What follows belongs to an exercise in optimizing a design on an open flow for small area, a short achievable clock period and few clock cycles per item; a production flow would make more cautious choices.
The RTL was checked by simulation tests, not by an equivalence proof against the original design.
Power figures rest on the tool's default switching activity, not on a simulated workload.

==> flow/config.mk <==
export PLATFORM = sky130hd
export DESIGN_NAME = pixel_packer
export DESIGN_NICKNAME = pixel_packer
export VERILOG_FILES = /design/flow/design.v
export SDC_FILE = /design/flow/constraint.sdc
export NUM_CORES = 4
export LEC_CHECK = 0
export ABC_CLOCK_PERIOD_IN_PS = 3000
export CAP_MARGIN = 20
export CORE_MARGIN = 2
export CORE_UTILIZATION = 60
export CTS_CLUSTER_DIAMETER = 80
export CTS_CLUSTER_SIZE = 20
export SLEW_MARGIN = 20
==> flow/constraint.sdc <==
create_clock -name core_clock -period 12.0 [get_ports {clk}]
set_input_delay 2.4000 -clock core_clock [delete_from_list [all_inputs] [get_ports {clk}]]
set_output_delay 2.4000 -clock core_clock [all_outputs]
set_load 0.01 [all_outputs]
==> flow/design.v <==
module pixel_packer #(
    parameter OUTBUF_BYTES = 128
) (
    input  wire        clk,
    input  wire        rst,           
    input  wire        req_valid,
    output wire        req_ready,
    input  wire        req_sp,        
    input  wire        req_we,        
    input  wire [29:0] req_addr,
    input  wire [31:0] req_wdata,
    output reg         resp_valid,
    output reg  [31:0] resp_rdata,
    output wire        irq
);
    localparam [1:0] ST_IDLE  = 2'd0;
    localparam [1:0] ST_BUSY  = 2'd1;
    localparam [1:0] ST_DONE  = 2'd2;
    localparam [1:0] ST_ERROR = 2'd3;
    localparam [5:0] O_CTRL      = 6'h00;
    localparam [5:0] O_STATUS    = 6'h01;
    localparam [5:0] O_MODE      = 6'h02;
    localparam [5:0] O_WIDTH     = 6'h03;
    localparam [5:0] O_HEIGHT    = 6'h04;
    localparam [5:0] O_PLANES    = 6'h05;
    localparam [5:0] O_PAL_LEN   = 6'h06;
    localparam [5:0] O_INTEN     = 6'h07;
    localparam [5:0] O_OUT_LEN   = 6'h08;
    localparam [5:0] O_ERR_POS   = 6'h09;
    localparam [5:0] O_ERR_RGB   = 6'h0A;
    localparam [5:0] O_POS       = 6'h0B;
    localparam [5:0] O_ACC       = 6'h0C;
    localparam [5:0] O_CAPS      = 6'h0D;
    localparam [5:0] O_PIXEL     = 6'h18;
    localparam [5:0] O_ROW_END   = 6'h19;
    localparam [5:0] O_FRAME_END = 6'h1A;
    function [4:0] enc3;
        input [2:0] bw;
        input [2:0] rd;
        case ({bw, rd})
            6'b000000: enc3 = 5'd0;
            6'b000001: enc3 = 5'd2;
            6'b000010: enc3 = 5'd6;
            6'b000011: enc3 = 5'd8;
            6'b000100: enc3 = 5'd18;
            6'b000101: enc3 = 5'd20;
            6'b000110: enc3 = 5'd24;
            6'b000111: enc3 = 5'd26;
            6'b001000: enc3 = 5'd1;
            6'b001010: enc3 = 5'd7;
            6'b001100: enc3 = 5'd19;
            6'b001110: enc3 = 5'd25;
            6'b010000: enc3 = 5'd3;
            6'b010001: enc3 = 5'd5;
            6'b010100: enc3 = 5'd21;
            6'b010101: enc3 = 5'd23;
            6'b011000: enc3 = 5'd4;
            6'b011100: enc3 = 5'd22;
            6'b100000: enc3 = 5'd9;
            6'b100001: enc3 = 5'd11;
            6'b100010: enc3 = 5'd15;
            6'b100011: enc3 = 5'd17;
            6'b101000: enc3 = 5'd10;
            6'b101010: enc3 = 5'd16;
            6'b110000: enc3 = 5'd12;
            6'b110001: enc3 = 5'd14;
            6'b111000: enc3 = 5'd13;
            default: enc3 = 5'd0;
        endcase
    endfunction
    function [5:0] dec3;
        input [4:0] v;
        case (v)
            5'd0: dec3 = 6'b000000;
            5'd1: dec3 = 6'b000001;
            5'd2: dec3 = 6'b001000;
            5'd3: dec3 = 6'b000010;
            5'd4: dec3 = 6'b000011;
            5'd5: dec3 = 6'b001010;
            5'd6: dec3 = 6'b010000;
            5'd7: dec3 = 6'b010001;
            5'd8: dec3 = 6'b011000;
            5'd9: dec3 = 6'b000100;
            5'd10: dec3 = 6'b000101;
            5'd11: dec3 = 6'b001100;
            5'd12: dec3 = 6'b000110;
            5'd13: dec3 = 6'b000111;
            5'd14: dec3 = 6'b001110;
            5'd15: dec3 = 6'b010100;
            5'd16: dec3 = 6'b010101;
            5'd17: dec3 = 6'b011100;
            5'd18: dec3 = 6'b100000;
            5'd19: dec3 = 6'b100001;
            5'd20: dec3 = 6'b101000;
            5'd21: dec3 = 6'b100010;
            5'd22: dec3 = 6'b100011;
            5'd23: dec3 = 6'b101010;
            5'd24: dec3 = 6'b110000;
            5'd25: dec3 = 6'b110001;
            5'd26: dec3 = 6'b111000;
            default: dec3 = 6'd0;
        endcase
    endfunction
    reg  [1:0]  state;
    reg         dropped;
    reg  [1:0]  err_kind;
    reg  [2:0]  err_detail;
    reg  [1:0]  mode;
    reg  [15:0] width;
    reg  [15:0] height;
    reg  [31:0] planes;
    reg  [7:0]  pal_len;
    reg  [1:0]  inten;
    reg  [23:0] err_rgb;     
    reg  [9:0]  pos_x;       
    reg  [15:0] pos_y;
    reg  [7:0]  acc0;
    reg  [7:0]  acc1;
    reg  [23:0] pal [0:7];   
    reg  [7:0]  pal_v;
    reg         planes_v;    
    reg  [7:0]  fw;          
    reg  [7:0]  pb;          
    reg         two;         
    wire busy = (state == ST_BUSY);
    reg         ready_q;
    reg         a_v, a_sp, a_we, a_hiz0, a_hiz1, a_regw;
    reg  [7:0]  a_addr;
    reg  [31:0] a_wd;
    reg  [6:0]  eq;
    reg         o_pal, o_ctrl, o_mode, o_width, o_height, o_planes, o_pallen;
    reg         o_inten, o_pixel, o_rowend, o_frmend;
    assign req_ready = ready_q;
    wire fire = req_valid && ready_q;
    wire start_like = !req_sp && req_we && (req_addr[7:0] == 8'd0) && req_wdata[0];
    wire [5:0] in_off = req_addr[7:2];
    integer q;
    always @(posedge clk) begin
        a_sp     <= req_sp;
        a_we     <= req_we;
        a_hiz0   <= (req_addr[18:8] == 11'd0);
        a_hiz1   <= (req_addr[29:19] == 11'd0);
        a_regw   <= !req_sp && req_we && (req_addr[1:0] == 2'd0);
        a_addr   <= req_addr[7:0];
        a_wd     <= req_wdata;
        o_pal    <= (in_off[5:3] == 3'b010);
        o_ctrl   <= (in_off == O_CTRL);
        o_mode   <= (in_off == O_MODE);
        o_width  <= (in_off == O_WIDTH);
        o_height <= (in_off == O_HEIGHT);
        o_planes <= (in_off == O_PLANES);
        o_pallen <= (in_off == O_PAL_LEN);
        o_inten  <= (in_off == O_INTEN);
        o_pixel  <= (in_off == O_PIXEL);
        o_rowend <= (in_off == O_ROW_END);
        o_frmend <= (in_off == O_FRAME_END);
        for (q = 0; q < 7; q = q + 1)
            eq[q] <= pal_v[q] ? (pal[q] == req_wdata[31:8]) : (req_wdata[31:8] == 24'd0);
    end
    wire       a_hiz   = a_hiz0 && a_hiz1;
    wire       reg_sel = !a_sp && a_hiz && (a_addr[1:0] == 2'd0);
    wire [5:0] off     = a_addr[7:2];
    wire       is_pal  = (off[5:3] == 3'b010);
    wire       wr      = a_v && a_regw && a_hiz;
    wire       w_pal   = wr && o_pal;
    wire       w_ctrl  = wr && o_ctrl;
    wire       w_mode  = wr && o_mode;
    wire       w_width = wr && o_width;
    wire       w_height= wr && o_height;
    wire       w_planes= wr && o_planes;
    wire       w_pallen= wr && o_pallen;
    wire       w_inten = wr && o_inten;
    wire       w_pixel = wr && o_pixel;
    wire       w_rowend= wr && o_rowend;
    wire       w_frmend= wr && o_frmend;
    wire       w_cfg   = w_pal || w_mode || w_width || w_height || w_planes || w_pallen;
    wire       w_stream= w_pixel || w_rowend || w_frmend;
    wire       abort   = w_ctrl && a_wd[1];
    wire       start   = w_ctrl && !a_wd[1] && a_wd[0];
    wire [23:0] key = a_wd[31:8];
    wire m1 = (mode == 2'd1);
    wire m0 = (mode == 2'd0);
    reg        found;
    reg  [2:0] code;
    always @(*) begin
        if (m0 && eq[6])      begin found = 1'b1; code = 3'd6; end
        else if (m0 && eq[5]) begin found = 1'b1; code = 3'd5; end
        else if (m0 && eq[4]) begin found = 1'b1; code = 3'd4; end
        else if (m0 && eq[3]) begin found = 1'b1; code = 3'd3; end
        else if (eq[2])       begin found = 1'b1; code = 3'd2; end
        else if (eq[1])       begin found = 1'b1; code = 3'd1; end
        else if (eq[0])       begin found = 1'b1; code = 3'd0; end
        else                  begin found = 1'b0; code = 3'd0; end
    end
    wire [3:0] nib = m0 ? {1'b0, code} :
                     (code == 3'd1) ? 4'h3 : (code == 3'd2) ? 4'h4 : 4'h0;
    wire [7:0] acc0_next = m1 ? {acc0[6:0], (code == 3'd1)} : {acc0[3:0], nib};
    wire [7:0] acc1_next = {acc1[6:0], (code == 3'd2)};
    wire y_at_h = (pos_y == height);
    wire x_at_w = ({6'd0, pos_x} == width);
    wire last_in_byte = m1 ? (pos_x[2:0] == 3'd7) : pos_x[0];
    wire pix_ok = w_pixel && busy && !y_at_h && !x_at_w && found;
    wire [14:0] wq     = m1 ? {2'd0, width[15:3]} : width[15:1];
    wire        h_sml  = (height[15:4] == 12'd0) && (height[3:0] <= 4'd11);
    wire        w_sml  = (wq[14:4] == 11'd0) && (wq[3:0] <= 4'd11);
    reg         g_zero, g_big, g_m1;
    reg  [3:0]  g_s;
    reg  [7:0]  g_l;
    always @(posedge clk) begin
        g_zero <= (height == 16'd0) || (wq == 15'd0);
        g_big  <= !(h_sml && (wq[14:8] == 7'd0)) && !(w_sml && (height[15:8] == 8'd0));
        g_m1   <= m1;
        g_s    <= h_sml ? height[3:0] : wq[3:0];
        g_l    <= h_sml ? wq[7:0] : height[7:0];
    end
    reg  [11:0] prod_q;
    reg         z_q, b_q, m1_q;
    always @(posedge clk) begin
        prod_q <= g_s * g_l;
        z_q    <= g_zero;
        b_q    <= g_big;
        m1_q   <= g_m1;
    end
    wire       cap_ok_q = z_q || (!b_q && (prod_q <= (m1_q ? 12'd64 : 12'd128)));
    wire [7:0] pbytes_q = z_q ? 8'd0 : prod_q[7:0];
    wire [3:0] cur_n   = m0 ? 4'd7 : 4'd3;
    wire       align_ok = m1 ? (width[2:0] == 3'd0) : !width[0];
    reg  st_pend, cfg_chg, cfg_chg2, hold2;
    wire whm    = w_mode || w_width || w_height;
    wire fresh  = !cfg_chg && !cfg_chg2;
    wire st_run = (start || st_pend) && fresh;
    reg rst_q;    
    always @(posedge clk) begin
        rst_q <= rst;
        if (rst) begin
            ready_q <= 1'b1;
            hold2   <= 1'b0;
            a_v     <= 1'b0;
        end else begin
            ready_q <= !(fire && start_like && (whm || cfg_chg)) && !hold2;
            hold2   <= fire && start_like && whm;
            a_v     <= fire;
        end
    end
    reg        w_en;
    reg  [5:0] w_slot;
    reg  [13:0] w_d;
    reg  [5:0] prev6;
    wire [5:0] byte6 = {acc0_next[6:4], acc0_next[2:0]};
    always @(posedge clk) begin
        w_en   <= pix_ok && last_in_byte && (m1 || fw[0]);
        w_slot <= m1 ? fw[5:0] : fw[6:1];
        w_d    <= m1 ? {acc1_next[7], acc0_next[7], acc1_next[6], acc0_next[6],
                        enc3(acc0_next[5:3], acc1_next[5:3]),
                        enc3(acc0_next[2:0], acc1_next[2:0])}
                     : {2'd0, byte6, prev6};
        if (pix_ok && last_in_byte && !fw[0])
            prev6 <= byte6;
    end
    wire [14*64-1:0] outbuf_flat;
    genvar b;
    generate
        for (b = 0; b < 64; b = b + 1) begin : g_outbuf
            reg [13:0] data;    
            always @(posedge clk) begin
                if (w_en && (w_slot == b))
                    data <= w_d;
            end
            assign outbuf_flat[14*b +: 14] = data;
        end
    endgenerate
    always @(posedge clk) begin
        if (w_pal && !busy)    pal[off[2:0]] <= a_wd[23:0];
        if (w_planes && !busy) planes <= a_wd;
        if (w_pixel && busy)   err_rgb <= key;
    end
    integer i;
    always @(posedge clk) begin
        if (rst_q) begin
            state      <= ST_IDLE;
            dropped    <= 1'b0;
            err_kind   <= 2'd0;
            err_detail <= 3'd0;
            mode       <= 2'd0;
            width      <= 16'd0;
            height     <= 16'd0;
            planes_v   <= 1'b0;
            pal_len    <= 8'd0;
            inten      <= 2'd0;
            pos_x      <= 10'd0;
            pos_y      <= 16'd0;
            acc0       <= 8'd0;
            acc1       <= 8'd0;
            st_pend    <= 1'b0;
            cfg_chg    <= 1'b0;
            cfg_chg2   <= 1'b0;
            pal_v      <= 8'd0;
        end else begin
            st_pend  <= (start || st_pend) && !fresh;
            cfg_chg  <= whm;
            cfg_chg2 <= cfg_chg;
            if (st_run) begin
                dropped <= 1'b0;
                pos_x   <= 10'd0;
                pos_y   <= 16'd0;
                acc0    <= 8'd0;
                acc1    <= 8'd0;
                if (pal_len != {4'd0, cur_n}) begin
                    state <= ST_ERROR; err_kind <= 2'd1; err_detail <= 3'd0;
                end else if (!align_ok) begin
                    state <= ST_ERROR; err_kind <= 2'd2; err_detail <= 3'd1;
                end else if (!cap_ok_q) begin
                    state <= ST_ERROR; err_kind <= 2'd2; err_detail <= 3'd2;
                end else begin
                    state <= ST_BUSY;  err_kind <= 2'd0; err_detail <= 3'd0;
                    fw   <= 8'd0;
                    pb   <= pbytes_q;
                    two <= m1;
                end
            end
            if (abort) begin
                state      <= ST_IDLE;
                dropped    <= 1'b0;
                err_kind   <= 2'd0;
                err_detail <= 3'd0;
                pos_x      <= 10'd0;
                pos_y      <= 16'd0;
                acc0       <= 8'd0;
                acc1       <= 8'd0;
            end
            if ((w_cfg && busy) || (w_stream && !busy))
                dropped <= 1'b1;
            if (!busy) begin
                if (w_pal)    pal_v[off[2:0]] <= 1'b1;
                if (w_mode && a_wd[1:0] != 2'd3) mode <= a_wd[1:0];
                if (w_width)  width   <= a_wd[15:0];
                if (w_height) height  <= a_wd[15:0];
                if (w_planes) planes_v <= 1'b1;
                if (w_pallen) pal_len <= a_wd[7:0];
            end
            if (w_inten) inten <= a_wd[1:0];
            if (w_pixel && busy) begin
                if (y_at_h) begin
                    state <= ST_ERROR; err_kind <= 2'd2; err_detail <= 3'd5;
                end else if (x_at_w) begin
                    state <= ST_ERROR; err_kind <= 2'd2; err_detail <= 3'd3;
                end else if (!found) begin
                    state <= ST_ERROR; err_kind <= 2'd3; err_detail <= 3'd0;
                end else begin
                    acc0  <= acc0_next;
                    if (m1) acc1 <= acc1_next;
                    pos_x <= pos_x + 10'd1;
                    if (last_in_byte) fw <= fw + 8'd1;
                end
            end
            if (w_rowend && busy) begin
                if (y_at_h) begin
                    state <= ST_ERROR; err_kind <= 2'd2; err_detail <= 3'd5;
                end else if (!x_at_w) begin
                    state <= ST_ERROR; err_kind <= 2'd2; err_detail <= 3'd4;
                end else begin
                    pos_y <= pos_y + 16'd1;
                    pos_x <= 10'd0;
                    acc0  <= 8'd0;
                    acc1  <= 8'd0;
                end
            end
            if (w_frmend && busy) begin
                if (!y_at_h) begin
                    state <= ST_ERROR; err_kind <= 2'd2; err_detail <= 3'd6;
                end else begin
                    state <= ST_DONE;
                end
            end
        end
    end
    wire [6:0] ra     = a_addr[6:0];
    wire       in_rng = a_sp && a_hiz && !a_addr[7];
    wire       ge_pb  = two && ({1'b0, ra} >= pb);
    wire [6:0] rdiff  = ra - pb[6:0];
    wire       rok    = in_rng && (({1'b0, ra} < fw) || (ge_pb && ({1'b0, rdiff} < fw)));
    wire [5:0] rslot  = !two ? ra[6:1] : ge_pb ? rdiff[5:0] : ra[5:0];
    reg        r_v;
    reg [7:0]  r_hi;
    reg        r_half, r_red, r_pend;
    reg [7:0]  r_lo;
    reg        r_rs;         
    reg [4:0]  r_off;
    integer j;
    always @(posedge clk) begin
        r_v <= !rst && a_v && !a_we;
        for (j = 0; j < 8; j = j + 1) r_hi[j] <= rok && (rslot[5:3] == j);
        for (j = 0; j < 8; j = j + 1) r_lo[j] <= (rslot[2:0] == j);
        r_half <= ra[0];
        r_red  <= ge_pb;
        r_pend <= rok && !two && fw[0] && (ra[6:1] == fw[6:1]) && !ra[0];
        r_rs  <= reg_sel && !off[5];
        r_off <= off[4:0];
    end
    integer k;
    wire irq_now = ((state == ST_DONE) && inten[0]) || ((state == ST_ERROR) && inten[1]);
    wire err_st  = (state == ST_ERROR);
    wire len_st  = (state == ST_BUSY) || (state == ST_DONE);
    wire [7:0] out_len = two ? {pb[6:0], 1'b0} : pb;
    reg [13:0] slot;
    always @(*) begin
        slot = 14'd0;
        for (k = 0; k < 64; k = k + 1)
            slot = slot | ({14{r_hi[k / 8] && r_lo[k % 8]}} & outbuf_flat[14*k +: 14]);
    end
    wire [5:0] g0 = dec3(slot[4:0]);
    wire [5:0] g1 = dec3(slot[9:5]);
    wire [7:0] bw8 = {slot[12], slot[10], g1[2:0], g0[2:0]};
    wire [7:0] rd8 = {slot[13], slot[11], g1[5:3], g0[5:3]};
    wire [5:0] s6  = r_pend ? prev6 : r_half ? slot[11:6] : slot[5:0];
    wire [7:0] out_byte = two ? (r_red ? rd8 : bw8) : {1'b0, s6[5:3], 1'b0, s6[2:0]};
    wire [7:0] r_pal;
    genvar gp;
    generate
        for (gp = 0; gp < 8; gp = gp + 1) begin : g_rpal
            assign r_pal[gp] = r_rs && (r_off == 5'h10 + gp);
        end
    endgenerate
    wire r_status = r_rs && (r_off == O_STATUS);
    wire r_mode   = r_rs && (r_off == O_MODE);
    wire r_width  = r_rs && (r_off == O_WIDTH);
    wire r_height = r_rs && (r_off == O_HEIGHT);
    wire r_planes = r_rs && (r_off == O_PLANES);
    wire r_pallen = r_rs && (r_off == O_PAL_LEN);
    wire r_inten  = r_rs && (r_off == O_INTEN);
    wire r_outlen = r_rs && (r_off == O_OUT_LEN);
    wire r_errpos = r_rs && (r_off == O_ERR_POS);
    wire r_errrgb = r_rs && (r_off == O_ERR_RGB);
    wire r_pos    = r_rs && (r_off == O_POS);
    wire r_acc    = r_rs && (r_off == O_ACC);
    wire r_caps   = r_rs && (r_off == O_CAPS);
    reg [31:0] rdata;
    always @(*) begin
        rdata = 32'd0;
        rdata[7:0] = out_byte;
        for (k = 0; k < 8; k = k + 1)
            rdata = rdata | ({32{r_pal[k] && pal_v[k]}} & {8'd0, pal[k]});
        rdata = rdata
            | ({32{r_status}} & {20'd0, 1'b0, err_detail, 2'd0, err_kind, irq_now, dropped, state})
            | ({32{r_mode}}   & {30'd0, mode})
            | ({32{r_width}}  & {16'd0, width})
            | ({32{r_height}} & {16'd0, height})
            | ({32{r_planes && planes_v}} & planes)
            | ({32{r_pallen}} & {24'd0, pal_len})
            | ({32{r_inten}}  & {30'd0, inten})
            | ({32{r_outlen && len_st}} & {24'd0, out_len})
            | ({32{r_errpos && err_st}} & {pos_y, 6'd0, pos_x})
            | ({32{r_errrgb && err_st && (err_kind == 2'd3)}} & {8'd0, err_rgb})
            | ({32{r_pos}}    & {pos_y, 6'd0, pos_x})
            | ({32{r_acc}}    & {16'd0, acc1, acc0})
            | ({32{r_caps}}   & OUTBUF_BYTES);
    end
    reg irq_q;
    assign irq = irq_q;
    always @(posedge clk) begin
        resp_rdata <= rdata;
        if (rst) begin
            resp_valid <= 1'b0;
            irq_q      <= 1'b0;
        end else begin
            resp_valid <= r_v;
            irq_q      <= irq_now;
        end
    end
endmodule
==> flow/flow/run.sh <==
#!/bin/bash
# The standard layout (the standard.sh: ORFS synthesis to finish), with
# two changes to how it is made:
# - repair_timing is asked for extra setup slack at the design's 12 ns
#   clock, so that the resizer keeps working on paths well below the period;
# - every input and output port still gets its buffer from buffer_ports, but
#   a buf_2 rather than the small delay cell it picks by default.
set -e
export SETUP_SLACK_MARGIN=8.5
export BUFFER_PORTS_ARGS="-buffer_cell sky130_fd_sc_hd__buf_2"
bash standard.sh > standard.log 2>&1
==> flow/standard.sh <==
#!/bin/bash
# synth_recipe.tcl (not shown) runs the flow's synth.tcl, then flattens the netlist and writes it again
# the make line also repeats each setting of config.mk as NAME=value (left out here)
make -C /OpenROAD-flow-scripts/flow DESIGN_CONFIG=/design/flow/config.mk WORK_HOME=/design/flow/orfs CLKGATE_MAP_FILE= SYNTH_SCRIPT=/design/flow/synth_recipe.tcl "${@:-finish}"
==> summary.md, run 1 <==
The run finished with no timing, DRC or antenna violations. The path with the worst hold slack has its endpoint at z_q. The tools report the combinational cell fraction of total power as 0.023. Across the routed clock network, the largest skew measured is 0.0557 ns.

The largest family of logic cells by synthesized area was compound AO/OA/AOI/OAI gates. In this run, synthesis produced a sequential element count of 1451. Across the VDD grid, the largest voltage drop is 0.000134 V. The required time at the endpoint of the critical path was 12.59 ns; the depth of the most critical reg-to-reg path was 11. The tools report the proportion of power drawn by the clock network as 0.349.

The worst register-to-register path ends at resp_rdata[0]. Max-cap violations in this run came to 0. During I/O placement, the number of pins put on the boundary was 102. The internal portion of the total power is 6.79 mW. Static timing analysis puts the maximum clock frequency at 0.267 GHz. Dividing the detail-routed via count by the number of cells gives 7.37. Input and output buffers added on the ports amount to 101. Counting I/O delays and the setup requirement, the final critical path takes 3.75 ns. The switching part of the total power came out at 0.212. The library cell used most frequently in the layout, excluding fill and tap cells, is edfxtp_1. The fraction of layout cells with a size suffix above 1 came out at 0.139.

The completed layout was analyzed and its total power is 8.61 mW. Sequential power share: 0.629. Share of synthesized area spent on multiplexers: 0.00504. In this run the critical register-to-register path is launched from r_hi[0].

The logs give 0.136 for the worst max-slew margin expressed relative to the limit and 6892 for the fill cell instance count of the final layout. The run gives 0 as the final hold violation count. The tools report the worst min-delay path startpoint as g_zero. Synthesis produced a netlist with a net count of 4405. In this run, CTS created clock tree buffers numbering 83. The clock latency of the later-clocked register in the worst-skew pair was 0.74 ns. From left edge to right edge, the die measures 316 um. The gate count of the mapped netlist was 4258; the part of the Yosys area used for sequential elements was 0.698. In the routed design, unresolved DRC markers number 0. Worst setup slack for register-to-register paths: 8.25 ns.

The tools report the final estimated routing congestion in global placement as 1.05. The synthesized netlist occupies a cell area of 58300 um^2. The critical path is of the flip-flop to flip-flop type. The number of nets with antenna violations after routing is 0. In this run, distinct cell masters in the synthesized netlist total 89.

For the worst setup path, the data arrival time is 4.34 ns. Leaving out fill and tap cells, the most frequent cells in the layout are edfxtp_1 (1167), a22oi_1 (286), nand2_1 (244). The number of levels in the clock H-tree was 3; the standard cell core area was 96600 um^2. The simple-gate share of the synthesized area came out at 0.0921. Wires add up to 223000 um. The summed negative setup slack over all endpoints was 0 ns. The synthesized-area fraction occupied by xor and xnor cells was 0.0333. The die covers 99700 um^2. In this run the power density over the cells is 133 nW/um^2.

The final cycle utilization of the critical path works out to 0.313. For the clock net sink count, the log shows 1451. The global routing usage summed across all routing layers came out at 0.445. The number of warnings printed during yosys synthesis is 1, and the height of the die is 316 um. For the count of pins over their slew limit, the log shows 0. The root buffer selected by CTS was clkbuf_16. Dividing the detail-routed wire length by the instance count gives 39.0 um. In this run the deepest clock path goes through 3 buffers. TritonCTS built the clock tree. The tools report the final design utilization as 0.672.

Along the worst path, the maximum fanout reaches 5. Entering global routing, the biggest net connects 65 pins. Share of synthesized cell area in full adder, half adder and majority cells: 0.0188. After clock tree synthesis, the clock-pin slew on the worst setup and hold paths is 0.08 ns. Leading register cell type out of synthesis: edfxtp_1.

Hold buffer count at CTS: 0. The net count of the finished layout is 4530. The worst setup path is launched from a flip-flop.

The tools report the via count of the first global-routing pass as 38600. Detailed placement ended at an HPWL of 138000 um. Each instance of the synthesized netlist takes up on average 13.7 um^2. Setup repair after global routing could not meet its margin everywhere.

For this run, the detailed router's first-pass iteration total came to 10. The total overflow left after global routing is 0. Setup violations remaining at the end of the flow were counted as 0.

The number of stages on the worst hold path works out to 0. For the pin with the worst max-slew slack, the measured transition is 1.29 ns. The class of the most critical hold timing path was flip-flop to flip-flop. The first-pass GRT wire length came out at 306000 um. The number of antenna violations at the first check in global routing was 6. The floorplan has 114 rows. The run gives 8165 as the initial DRC count. The synthesized design contains 1167 enable-type register cells. For the total number of vias, the log shows 42100.

The synthesis-to-finish area growth is 11.2%. The worst setup path is captured at a flip-flop. Summed over all nets, the switching power comes to 1.82 mW.

The initial standard-cell utilization of the core is 0.604, and the synthesized-area fraction occupied by ao, oa, aoi and oai cells is 0.126. The static leakage was 21.7 nW; the fraction of registers with async set or reset after synthesis was 0.
-- through the flow --
step	cell area, um^2	hold slack, ns	std cells	worst slack, ns
after floorplan	58300	0.310	4258	8.50
after global placement	60500	0.310	5491	7.62
after detailed placement	60500	0.313	5491	7.54
after CTS	64500	0.331	5697	8.33
after global routing	64800	0.341	5711	8.29
final	64900	0.330	5716	8.25
-- critical path, cell delays in order (launching register included) --
cell	delay [ns]
dfxtp_4	0.36
buf_12	0.13
buf_16	0.14
a222oi_1	0.82
o22ai_1	0.24
a211oi_2	0.37
nand4_1	0.17
or4b_4	0.65
xnor2_2	0.18
o21ba_4	0.19
a2111oi_4	0.27
o21ai_1	0.09
-- state kept, by name (all words and copies together) (netlist names), 10 cells and up --
register,flops
w_d,14
width,16
planes,32
a_wd,32
err_rgb,24
g_outbuf.data,896
pos_y,16
prod_q,12
resp_rdata,32
height,16
pos_x,10
pal,192
-- worst max path at each step --
stage,start,end,slack [ns],cells past startpoint
after floorplan,a_hiz0,pal[1][0],8.50,6
after global placement,r_hi[2],resp_rdata[3],7.62,11
after detailed placement,r_hi[2],resp_rdata[3],7.54,11
after CTS,r_lo[2],resp_rdata[3],8.33,13
after global routing,r_hi[0],resp_rdata[0],8.29,11
final,r_hi[0],resp_rdata[0],8.25,11
-- synth_stat cells, drive strengths merged (15+ instances only) --
cell type,count,area share
mux2i,26,0.0045
inv,85,0.0055
nor2b,27,0.0029
xor2,141,0.021
nor2,251,0.016
clkbuf,171,0.011
a21oi,183,0.016
and3,42,0.0045
o22ai,67,0.0072
a22oi,291,0.037
buf,105,0.0092
ha,67,0.014
nand2,244,0.016
nor3,78,0.0070
a211oi,19,0.0025
nand4,68,0.0073
nand3,185,0.016
a22o,50,0.0075
nand2b,15,0.0016
dfxtp,284,0.098
edfxtp,1167,0.60
nor4,68,0.0074
o21ai,94,0.0081
a32oi,47,0.0071
and2,40,0.0043
a221oi,35,0.0053
xnor2,81,0.012
a222oi,92,0.016
a31oi,35,0.0038
-- final cells by class --
type                    instances  area (um^2)  area share
flip-flops and latches       1451        40900       0.630
multi-input cells            2439        16600       0.257
repair buffers                316         2940      0.0453
clock buffers                 129         2330      0.0360
well taps                    1276         1600      0.0246
inverters                      92          373     0.00575
clock inverters                 8         85.1     0.00131
diodes                          5         12.5    0.000193
-- timing repair --
action	CTS	global route
pin swaps	34	26
endpoints found under the setup margin	67	63
cloned	9	1
resized for setup	171	64
buffers inserted	60	11
-- metal layers --
layer | wire, um | GRT usage | up-vias | share of wire
met1 | 73500 | 0.567 | 20500 | 0.33
li1 | - | - | 16800 | -
met3 | 30900 | 0.118 | 956 | 0.14
met2 | 98000 | 0.672 | 3843 | 0.44
met5 | 32 | 0 | - | 0.00014
met4 | 20600 | 0.310 | 6 | 0.093
-- kinds of logic after synthesis --
logic type / count (synthesis)
adder cells (fa/ha/maj): 80
buffers and inverters: 368
XOR/XNOR: 222
AND/OR/NAND/NOR: 1087
flip-flops: 1451
AO/OA/AOI/OAI: 1021
multiplexers: 29
-- power by group through the flow --
stage | sequential, mW | clock [mW] | combinational, mW
4_1_cts | 5.41 | 2.99 | 0.184
5_1_grt | 5.41 | 3.16 | 0.200
3_3_place_gp | 5.53 | 0 | 0.167
2_1_floorplan | 5.51 | 0 | 0.104
6_report | 5.41 | 3.00 | 0.195
3_5_place_dp | 5.53 | 0 | 0.168
Testbench counts, summed over its fixed seeds: cycles 22,305, pixels 14,924.
==> run 2, diff against run 1 <==
--- a/flow/config.mk
+++ b/flow/config.mk
@@ -8,7 +8,7 @@
 export ABC_CLOCK_PERIOD_IN_PS = 3000
 export CAP_MARGIN = 20
 export CORE_MARGIN = 2
-export CORE_UTILIZATION = 60
+export CORE_UTILIZATION = 55
 export CTS_CLUSTER_DIAMETER = 80
 export CTS_CLUSTER_SIZE = 20
 export SLEW_MARGIN = 20
==> run 2 against run 1 <==
Global-route usage shrank 1.9 points. Die area grew 9.0%. Flip-flop and latch count is the same. Critical path type unchanged. Sequential power is essentially flat. Largest cell class unchanged. Clock power is essentially flat. Still clean. Final area grew 1.3%. Critical path depth grew 2. Core utilization shrank 4.7 points. Synthesized cell count is the same. Final cell count grew 2.5%.
==> summary.md, run 2 <==
Data arrives at the worst endpoint at 4.36 ns. The part of the Yosys area used for sequential elements is 0.698, and the die width is 330 um. The initial standard-cell utilization of the core is 0.554.

Fraction of registers with async set or reset after synthesis: 0. The top metal layer carrying routed signals is met5. TritonCTS built the clock tree. Global routing usage summed across all routing layers: 0.427. The H-tree generated during clock tree synthesis spans 3 levels.

Element type at the critical path end: a flip-flop. The floorplan has 119 rows. For the overflow left after global routing, the log shows 0.

Static timing analysis puts the maximum clock frequency at 0.265 GHz. The actual transition at the worst max-transition pin is 1.29 ns, and the number of unique standard cell types used by synthesis is 89. Share of the synthesized area in the top cell type: 0.601. Sorting the synthesized cells by how often they occur yields edfxtp_1 (1167), a22oi_1 (291), dfxtp_1 (284).

The tightest min-delay check is of the flip-flop to flip-flop type. Setup violations remaining at the end of the flow were counted as 0. The count of pins over their slew limit was 0.

The region available for standard cell placement spans 105000 um^2. The largest total area in the synthesized netlist belongs to edfxtp_1. Ranked by flip-flop count, first place goes to g_outbuf.data. The total half-perimeter wirelength after legalization and detailed placement was 143000 um; the number of cells in the finished layout apart from fillers was 5861.

The number of primary I/O pins was 102. The number of flip-flops under the largest register name works out to 896. Traced cell by cell, the critical path runs through buf_12, buf_12, a22o_1, a222oi_1, nand4bb_1, or4_4, nor2_4, buf_4, buf_4, mux2i_1, nor2_1, a2111oi_2, a221oi_1. The run gives 12.58 ns as the required time at the endpoint of the critical path.

The cell family with the largest share of critical-path delay is compound AO/OA/AOI/OAI gates. The final cycle utilization of the critical path is 0.315. For this design, the slowest cell found on the critical path is a222oi_1.

The run gives 0.138 as the worst max-slew margin expressed relative to the limit. Fraction of layout cells with a size suffix above 1: 0.158. Net count of the finished layout: 4568. The completed layout was analyzed and its total power is 8.64 mW. The final hold violation count was 0. The number of warnings printed during yosys synthesis came out at 1. Mapped cell area: 58300 um^2. The run gives 65 as the pin count of the biggest net entering global routing. Clock-pin slew was measured on the worst setup and hold paths at 0.08 ns. The first global-routing pass estimated 317000 um of wire. Wires add up to 234000 um. In the routed layout, each cell is associated on average with a via count of 7.19. The clock period could shrink to 3.77 ns. The detailed router put a total of 78100 um of wire on met1.

The run finished with no timing, DRC or antenna violations. The type of element launching the critical path was a flip-flop. In this run, synthesis inferred 1167 flip-flops with an integrated enable. In the final routed layout, each cell accounts on average for 40.0 um.

The tree built by TritonCTS fans out to 1451 sinks. Number of iterations in the first detailed-routing pass: 9. Leaving out fill and tap cells, the most frequent cells in the layout are edfxtp_1 (1167), a22oi_1 (283), nand2_1 (243). Setup repair after global routing could not meet its margin everywhere.

The tools report the number of CTS-inserted buffers as 83. For the clock tree buffer depth, the log shows 3. Summed over all cells, the static leakage comes to 22.0 nW. The congestion estimate from routability-driven global placement came to 1.02.

The tool flagged a number of max-cap violations equal to 0. The leading register cell type out of synthesis is edfxtp_1. After detailed routing, the number of remaining DRC violations is 0. The most common cell after layout, fill and taps aside was edfxtp_1. The die covers 109000 um^2.

The tools report the clock latency of the later-clocked register in the worst-skew pair as 0.74 ns. The cell area power density works out to 132 nW/um^2. The number of cells in the design after placement was 5596; the register bit total from synthesis was 1451. The setup path with the least slack is of type flip-flop to flip-flop.

After detailed routing, the met2 layer carries 104000 um of wire. Height of the die: 330 um. The routed layout has 42100 vias. In the post-route analysis, the smallest setup slack over all paths is 8.23 ns.

In this run the worst path has a maximum fanout of 3. Compared with the post-synthesis result, the final layout area differs by 12.7%. The run gives 29200 um as the met3 routed wirelength. The tools report the number of nets with antenna violations after routing as 0.

Between clock sinks in the finished design, the worst skew comes to 0.0447 ns. For this block, the initial DRC count from the detailed router was 7816. The synthesized netlist net count is 4405. The cell count after synthesis came out at 4258.

The via count of the first global-routing pass was 38900; the number of antenna violations at the first check in global routing was 9. The summed negative setup slack over all endpoints is 0 ns, and the total of buffers placed on input and output ports is 101. Yosys instantiated no cell more often than edfxtp_1. The root buffer selected by CTS is clkbuf_16.

The logs give 7.59 ns for the worst setup slack before clock tree synthesis and 0.000133 V for the highest ir drop seen on vdd. By area the synthesized netlist is led by edfxtp_1 (60%), dfxtp_1 (9.8%), a22oi_1 (3.7%). The largest single stage delay on the critical path is 0.83 ns.

Counting both buffers and inverters, the worst setup path holds a total of 4. The hold buffer count at CTS was 0. The mean instance size in the synthesized netlist came out at 13.7 um^2.
[run 2: cell counts after synthesis]
Identical to the previous run, type by type.
[run 2: what timing repair did]
action | 4_1_cts | 5_1_grt
setup buffers | 83 | 37
pin swaps | 36 | 54
resized for setup | 181 | 118
endpoints found under the setup margin | 73 | 73
cloned | 9 | 2
[run 2: metal layers]
metal  GRT usage  vias to the layer above
met4       0.317                       12
met3       0.112                      942
met2       0.648                     3526
met1       0.529                    20800
li1            -                    16900
met5           0                        -
[run 2: power by group]
part	leakage (nW)	internal (mW)	switching, mW	total [mW]
registers	13.7	5.37	0.0391	5.41
logic	7.17	0.0676	0.141	0.209
clock network	1.17	1.35	1.66	3.02
[run 2: worst paths after layout]
kind	depth (start not counted)	slack, ns	to	start
worst max-delay path	13	8.23	resp_rdata[3]	r_lo[2]
worst min register to register	0	0.32	z_q	g_zero
worst max register to register	13	8.23	resp_rdata[3]	r_lo[2]
worst min-delay path	0	0.32	z_q	g_zero
[run 2: area by class of cell]
class	count	area [um^2]
Sequential cell	1451	40900
Fill cell	8019	39600
Multi-Input combinational cell	2439	16900
Timing Repair Buffer	354	3400
Clock buffer	120	2320
Tap cell	1391	1740
Inverter	92	394
Clock inverter	8	85.1
Antenna cell	6	15.0
[run 2: logic make-up (layout without fill, tap and decap cells)]
family,after synthesis,count (layout),synth area share
AOI/OAI and AO/OA,1021,1021,0.126
xor gates and xnor gates,222,222,0.0333
adders and majority gates,80,80,0.0188
buffers and inverters,368,574,0.0262
DFF,1451,1451,0.698
muxes,29,29,0.00504
other,0,6,0
and+or+nand+nor,1087,1087,0.0921
[run 2: per-stage QoR]
stage	hold slack [ns]	utilization	area, um^2
floorplan	0.310	-	58300
global placement	0.313	0.575	60600
detailed placement	0.312	0.576	60600
CTS	0.321	0.616	64800
global route	0.333	0.624	65700
finish	0.319	0.624	65700
[run 2: worst reg2reg max path, stage by stage, from the launching register on]
cell and delay, ns:
dfxtp_4 0.36, buf_12 0.12, buf_12 0.13, a22o_1 0.23
a222oi_1 0.83, nand4bb_1 0.36, or4_4 0.56, nor2_4 0.17
buf_4 0.14, buf_4 0.10, mux2i_1 0.06, nor2_1 0.18
a2111oi_2 0.06, a221oi_1 0.33
==> run 3, diff against run 2 <==
--- a/flow/flow/run.sh
+++ b/flow/flow/run.sh
@@ -6,6 +6,6 @@
 # - every input and output port still gets its buffer from buffer_ports, but
 #   a buf_2 rather than the small delay cell it picks by default.
 set -e
-export SETUP_SLACK_MARGIN=8.5
+export SETUP_SLACK_MARGIN=8.3
 export BUFFER_PORTS_ARGS="-buffer_cell sky130_fd_sc_hd__buf_2"
 bash standard.sh > standard.log 2>&1
==> run 3 against run 2 <==
Clock-buffer cell count is 8 higher. Final area is 2.4% lower. Sequential power hardly changed. Total power is 0.38% lower. Final cell count is 1.2% lower. Setup slack worse by 0.015 ns. Synthesized cell count stayed put. Clock power hardly changed. Via count is 3.1% lower. Critical endpoint is now resp_rdata[3]. Largest cell class unchanged. Highest routed layer unchanged.
==> summary.md, run 3 <==
The run finished with no timing, DRC or antenna violations. The total of buffers placed on input and output ports is 101. The synthesized netlist contains 89 unique library cells.

The area growth from synthesis to layout is 9.91%. The number of levels in the clock H-tree was 3; the share of synthesized area spent on multiplexers was 0.00504. The critical path goes through buf_2. The initialized floorplan defines 119 standard-cell rows. For the worst-skew pair, the clock arrives at the later sink with an insertion delay of 0.72 ns. The max-cap violation count is 0, and the summed negative setup slack over all endpoints is 0 ns. Setup repair after global routing could not meet its margin everywhere.

The tools report the worst flop-to-flop path startpoint as r_hi[6]. The highest ir drop seen on vdd is 0.000134 V. Number of cells in the design after placement: 5597. The register with the most flip-flops in the final layout is g_outbuf.data. The final design utilization is 0.609, and the synthesized-area fraction occupied by ao, oa, aoi and oai cells is 0.126.

Number of flip-flops under the largest register name: 896. Number of primary I/O pins: 102. The first detailed-routing pass ran for 9 iterations.

Element type at the critical path end: an output pin. The die is 330 um tall. The worst max-slew margin expressed relative to the limit is 0.244. The worst setup path is launched from a flip-flop. The synthesized-area fraction occupied by xor and xnor cells was 0.0333.

In the layout the commonest cells are edfxtp_1 (1167), a22oi_1 (288), dfxtp_1 (245). The part of the Yosys area used for sequential elements is 0.698. The smallest clock period supported by the final layout is computed as 3.79 ns. The final cycle utilization of the critical path is 0.316, and the cell area power density is 134 nW/um^2.

After the first detailed-routing iteration, the DRC count stood at 7232. Largest family of logic cells by synthesized area: compound AO/OA/AOI/OAI gates. Initial standard-cell utilization of the core: 0.554.

The delay of the slowest cell on the worst path was 0.48 ns. The detail route stage leaves a number of antenna-violating nets equal to 0. The start-to-end type of the worst setup path was flip-flop to output pin.

Entering global routing, the biggest net connects 67 pins. Between clock sinks in the finished design, the worst skew comes to 0.0375 ns. Static timing analysis puts the maximum clock frequency at 0.264 GHz.

The die covers 109000 um^2. The worst slack on hold paths is 0.326 ns. Number of antenna violations at the first check in global routing: 6. Class of the most critical hold timing path: flip-flop to flip-flop.

Counting instances in the post-synthesis netlist gives the leading cell types as edfxtp_1 (1167), a22oi_1 (291), dfxtp_1 (284). The routed design has 222000 um of wire. Data on the critical path is required at its endpoint by 9.60 ns. The library cell used most frequently in the layout, excluding fill and tap cells, is edfxtp_1. For the pin with the worst max-slew slack, the measured transition is 1.13 ns.

The cell area that synthesis handed to floorplanning was 58300 um^2. The die is 330 um wide. The buffering stage count on the worst path with inverters included is 1, and the arrival time of data at the critical path endpoint is 1.39 ns. The number of warnings printed during yosys synthesis is 1, and the number of cells in the finished layout apart from fillers is 5790. Dividing the detail-routed via count by the number of cells gives 7.05. The worst-path maximum fanout came out at 1.

The run gives 0.404 as the global routing usage summed across all routing layers. The count of pins over their slew limit came out at 0. TritonCTS built the clock tree.

For the total DRC errors in the routed layout, the log shows 0. The run gives 0 as the overflow left after global routing. edfxtp_1 is the most common cell in the netlist.

The clock transition at the register clock pins on the worst setup and hold paths after CTS is 0.10 ns. Broken down by cell family, the worst path's largest delay share belongs to flip-flops. In the final routed layout, each cell accounts on average for 38.4 um. The fraction of layout cells with a size suffix above 1 came out at 0.122. After routing the design area is 64100 um^2. The share of synthesized cell area in full adder, half adder and majority cells is 0.0188. Ranked by total cell area, the synthesized netlist is headed by edfxtp_1 (60%), dfxtp_1 (9.8%), a22oi_1 (3.7%). Number of CTS-inserted buffers: 83. The synthesized design spends more area on one cell type than any other, namely edfxtp_1. In the synthesized netlist, the number of instances is 4258.

The mean instance size in the synthesized netlist works out to 13.7 um^2. The slowest stage of the critical path is the dfxtp_1 cell. The logs give 141000 um for the total half-perimeter wirelength after legalization and detailed placement and 60600 um^2 for the area of placed instances.

The setup check on the worst reg-to-reg path leaves a slack of 8.23 ns. Summed over all cells, the static leakage comes to 21.4 nW. In this run the standard cell core region covers 105000 um^2. The share of the synthesized area in the top cell type is 0.601, and the synthesized netlist net count is 4405. Tracing the worst setup path back leads to its startpoint at resp_rdata[3]. The run gives 0 as the final setup violation count. The number of synthesized flops with an enable pin was 1167. The via count of the first global-routing pass came out at 38100.

The fraction of registers with async set or reset after synthesis works out to 0. The root buffer cell chosen for the clock tree is clkbuf_16. The simple-gate share of the synthesized area was 0.0921; the final estimated routing congestion in global placement was 0.975. The net count of the finished layout is 4493, and the total number of vias is 40800. The longest clock path from root to sink contains 3 buffers. For this design, the sink count on the clock tree is 1451. The final hold violation count came out at 0.

The leading register cell type out of synthesis is edfxtp_1. The first global-routing pass estimated 303000 um of wire. In this run, synthesis produced a sequential element count of 1451.

The startpoint identified for the worst hold timing path is g_big.
## run 3: cell count changes in the layout (fill, tap and decap cells not counted), moves of 8 or more
cell,delta
buf_4,-45
buf_6,-30
dfxtp_1,+30
buf_2,+25
dfxtp_2,-25
buf_12,-15
clkbuf_1,+10
nor2_1,+9
nor2_2,-9
bufbuf_16,-8
## run 3: power by group
part           switching [mW]  total, mW  internal, mW
registers              0.0390       5.41          5.38
logic                   0.129      0.187        0.0584
clock network            1.66       3.01          1.35
total                    1.83       8.61          6.78
## run 3: what timing repair did
action / in CTS / in global routing
pin swaps: 13 / 19
cloned: 0 / 3
resized for setup: 66 / 63
setup endpoints to repair: 32 / 31
setup buffers: 19 / 33
hold buffers: 0 / 0
## run 3: logic make-up after synthesis
kind of cell / Yosys count
compound gates: 1021
xor+xnor: 222
fa+ha+maj: 80
buf+inv: 368
flops: 1451
mux: 29
simple gates: 1087
## run 3: worst paths after layout
path / endpoint / cells past startpoint
hold reg to reg: b_q / 0
hold / removal: b_q / 0
setup reg to reg: resp_rdata[3] / 11
setup / recovery: resp_rdata[3] / 1
## run 3: layout make-up
class	instances	area [um^2]
timing repair buffer	279	2220
tap	1391	1740
sequential	1451	40800
clock inverter	8	88.8
clock buffer	128	2320
inverter	92	377
antenna	2	5.00
fill	8102	41200
multi-input combinational	2439	16500
## run 3: per-layer routing
metal	share of wire	track usage	routed length, um
met5	0.000072	0	16
met4	0.086	0.273	19100
met3	0.11	0.0762	25100
met2	0.46	0.633	101000
met1	0.35	0.516	76900
## run 3: through the flow
| step | total power, mW | worst slack (ns) |
|---|---|---|
| global route | 8.77 | 8.17 |
| global placement | 5.70 | 7.52 |
| finish | 8.61 | 8.21 |
| floorplan | 5.61 | 8.47 |
| detailed placement | 5.70 | 7.45 |
| CTS | 8.59 | 8.20 |

[port drivers added, routing unchanged]
In the flow no input, the clock included, has a driving cell. The finished layouts below were timed again as built, in two steps. Step 1 (the two cells are an assumption about what drives the block):
set clk [get_ports {clk}]
set_driving_cell -lib_cell sky130_fd_sc_hd__clkbuf_16 $clk
set_driving_cell -lib_cell sky130_fd_sc_hd__buf_2 [delete_from_list [all_inputs] $clk]
Step 2 also shifts input and output timing later by t, the mid clock arrival at the registers, as if the neighbouring blocks saw the same clock. Slacks: ideal / step 1 / step 2; pairs: ideal / step 1.
| run | t, ns | setup slack, ns | worst setup path after step 2 | clock arrival spread, ns | slew at the worst register clock pin (ns) |
|---|---|---|---|---|---|
| run 1 | 0.791 | 8.248 / 8.248 / 7.878 | input to register | 0.057 / 0.057 | 0.09 / 0.09 |
| run 2 | 0.789 | 8.226 / 8.226 / 7.856 | input to register | 0.055 / 0.054 | 0.10 / 0.10 |
| run 3 | 0.774 | 8.211 / 8.137 / 7.580 | input to register | 0.042 / 0.041 | 0.10 / 0.10 |
After both steps setup and hold are still met in every run listed. For run 3, which loses most, drivers alone change the setup slack by -0.074 ns; drivers and shift together by -0.631 ns.
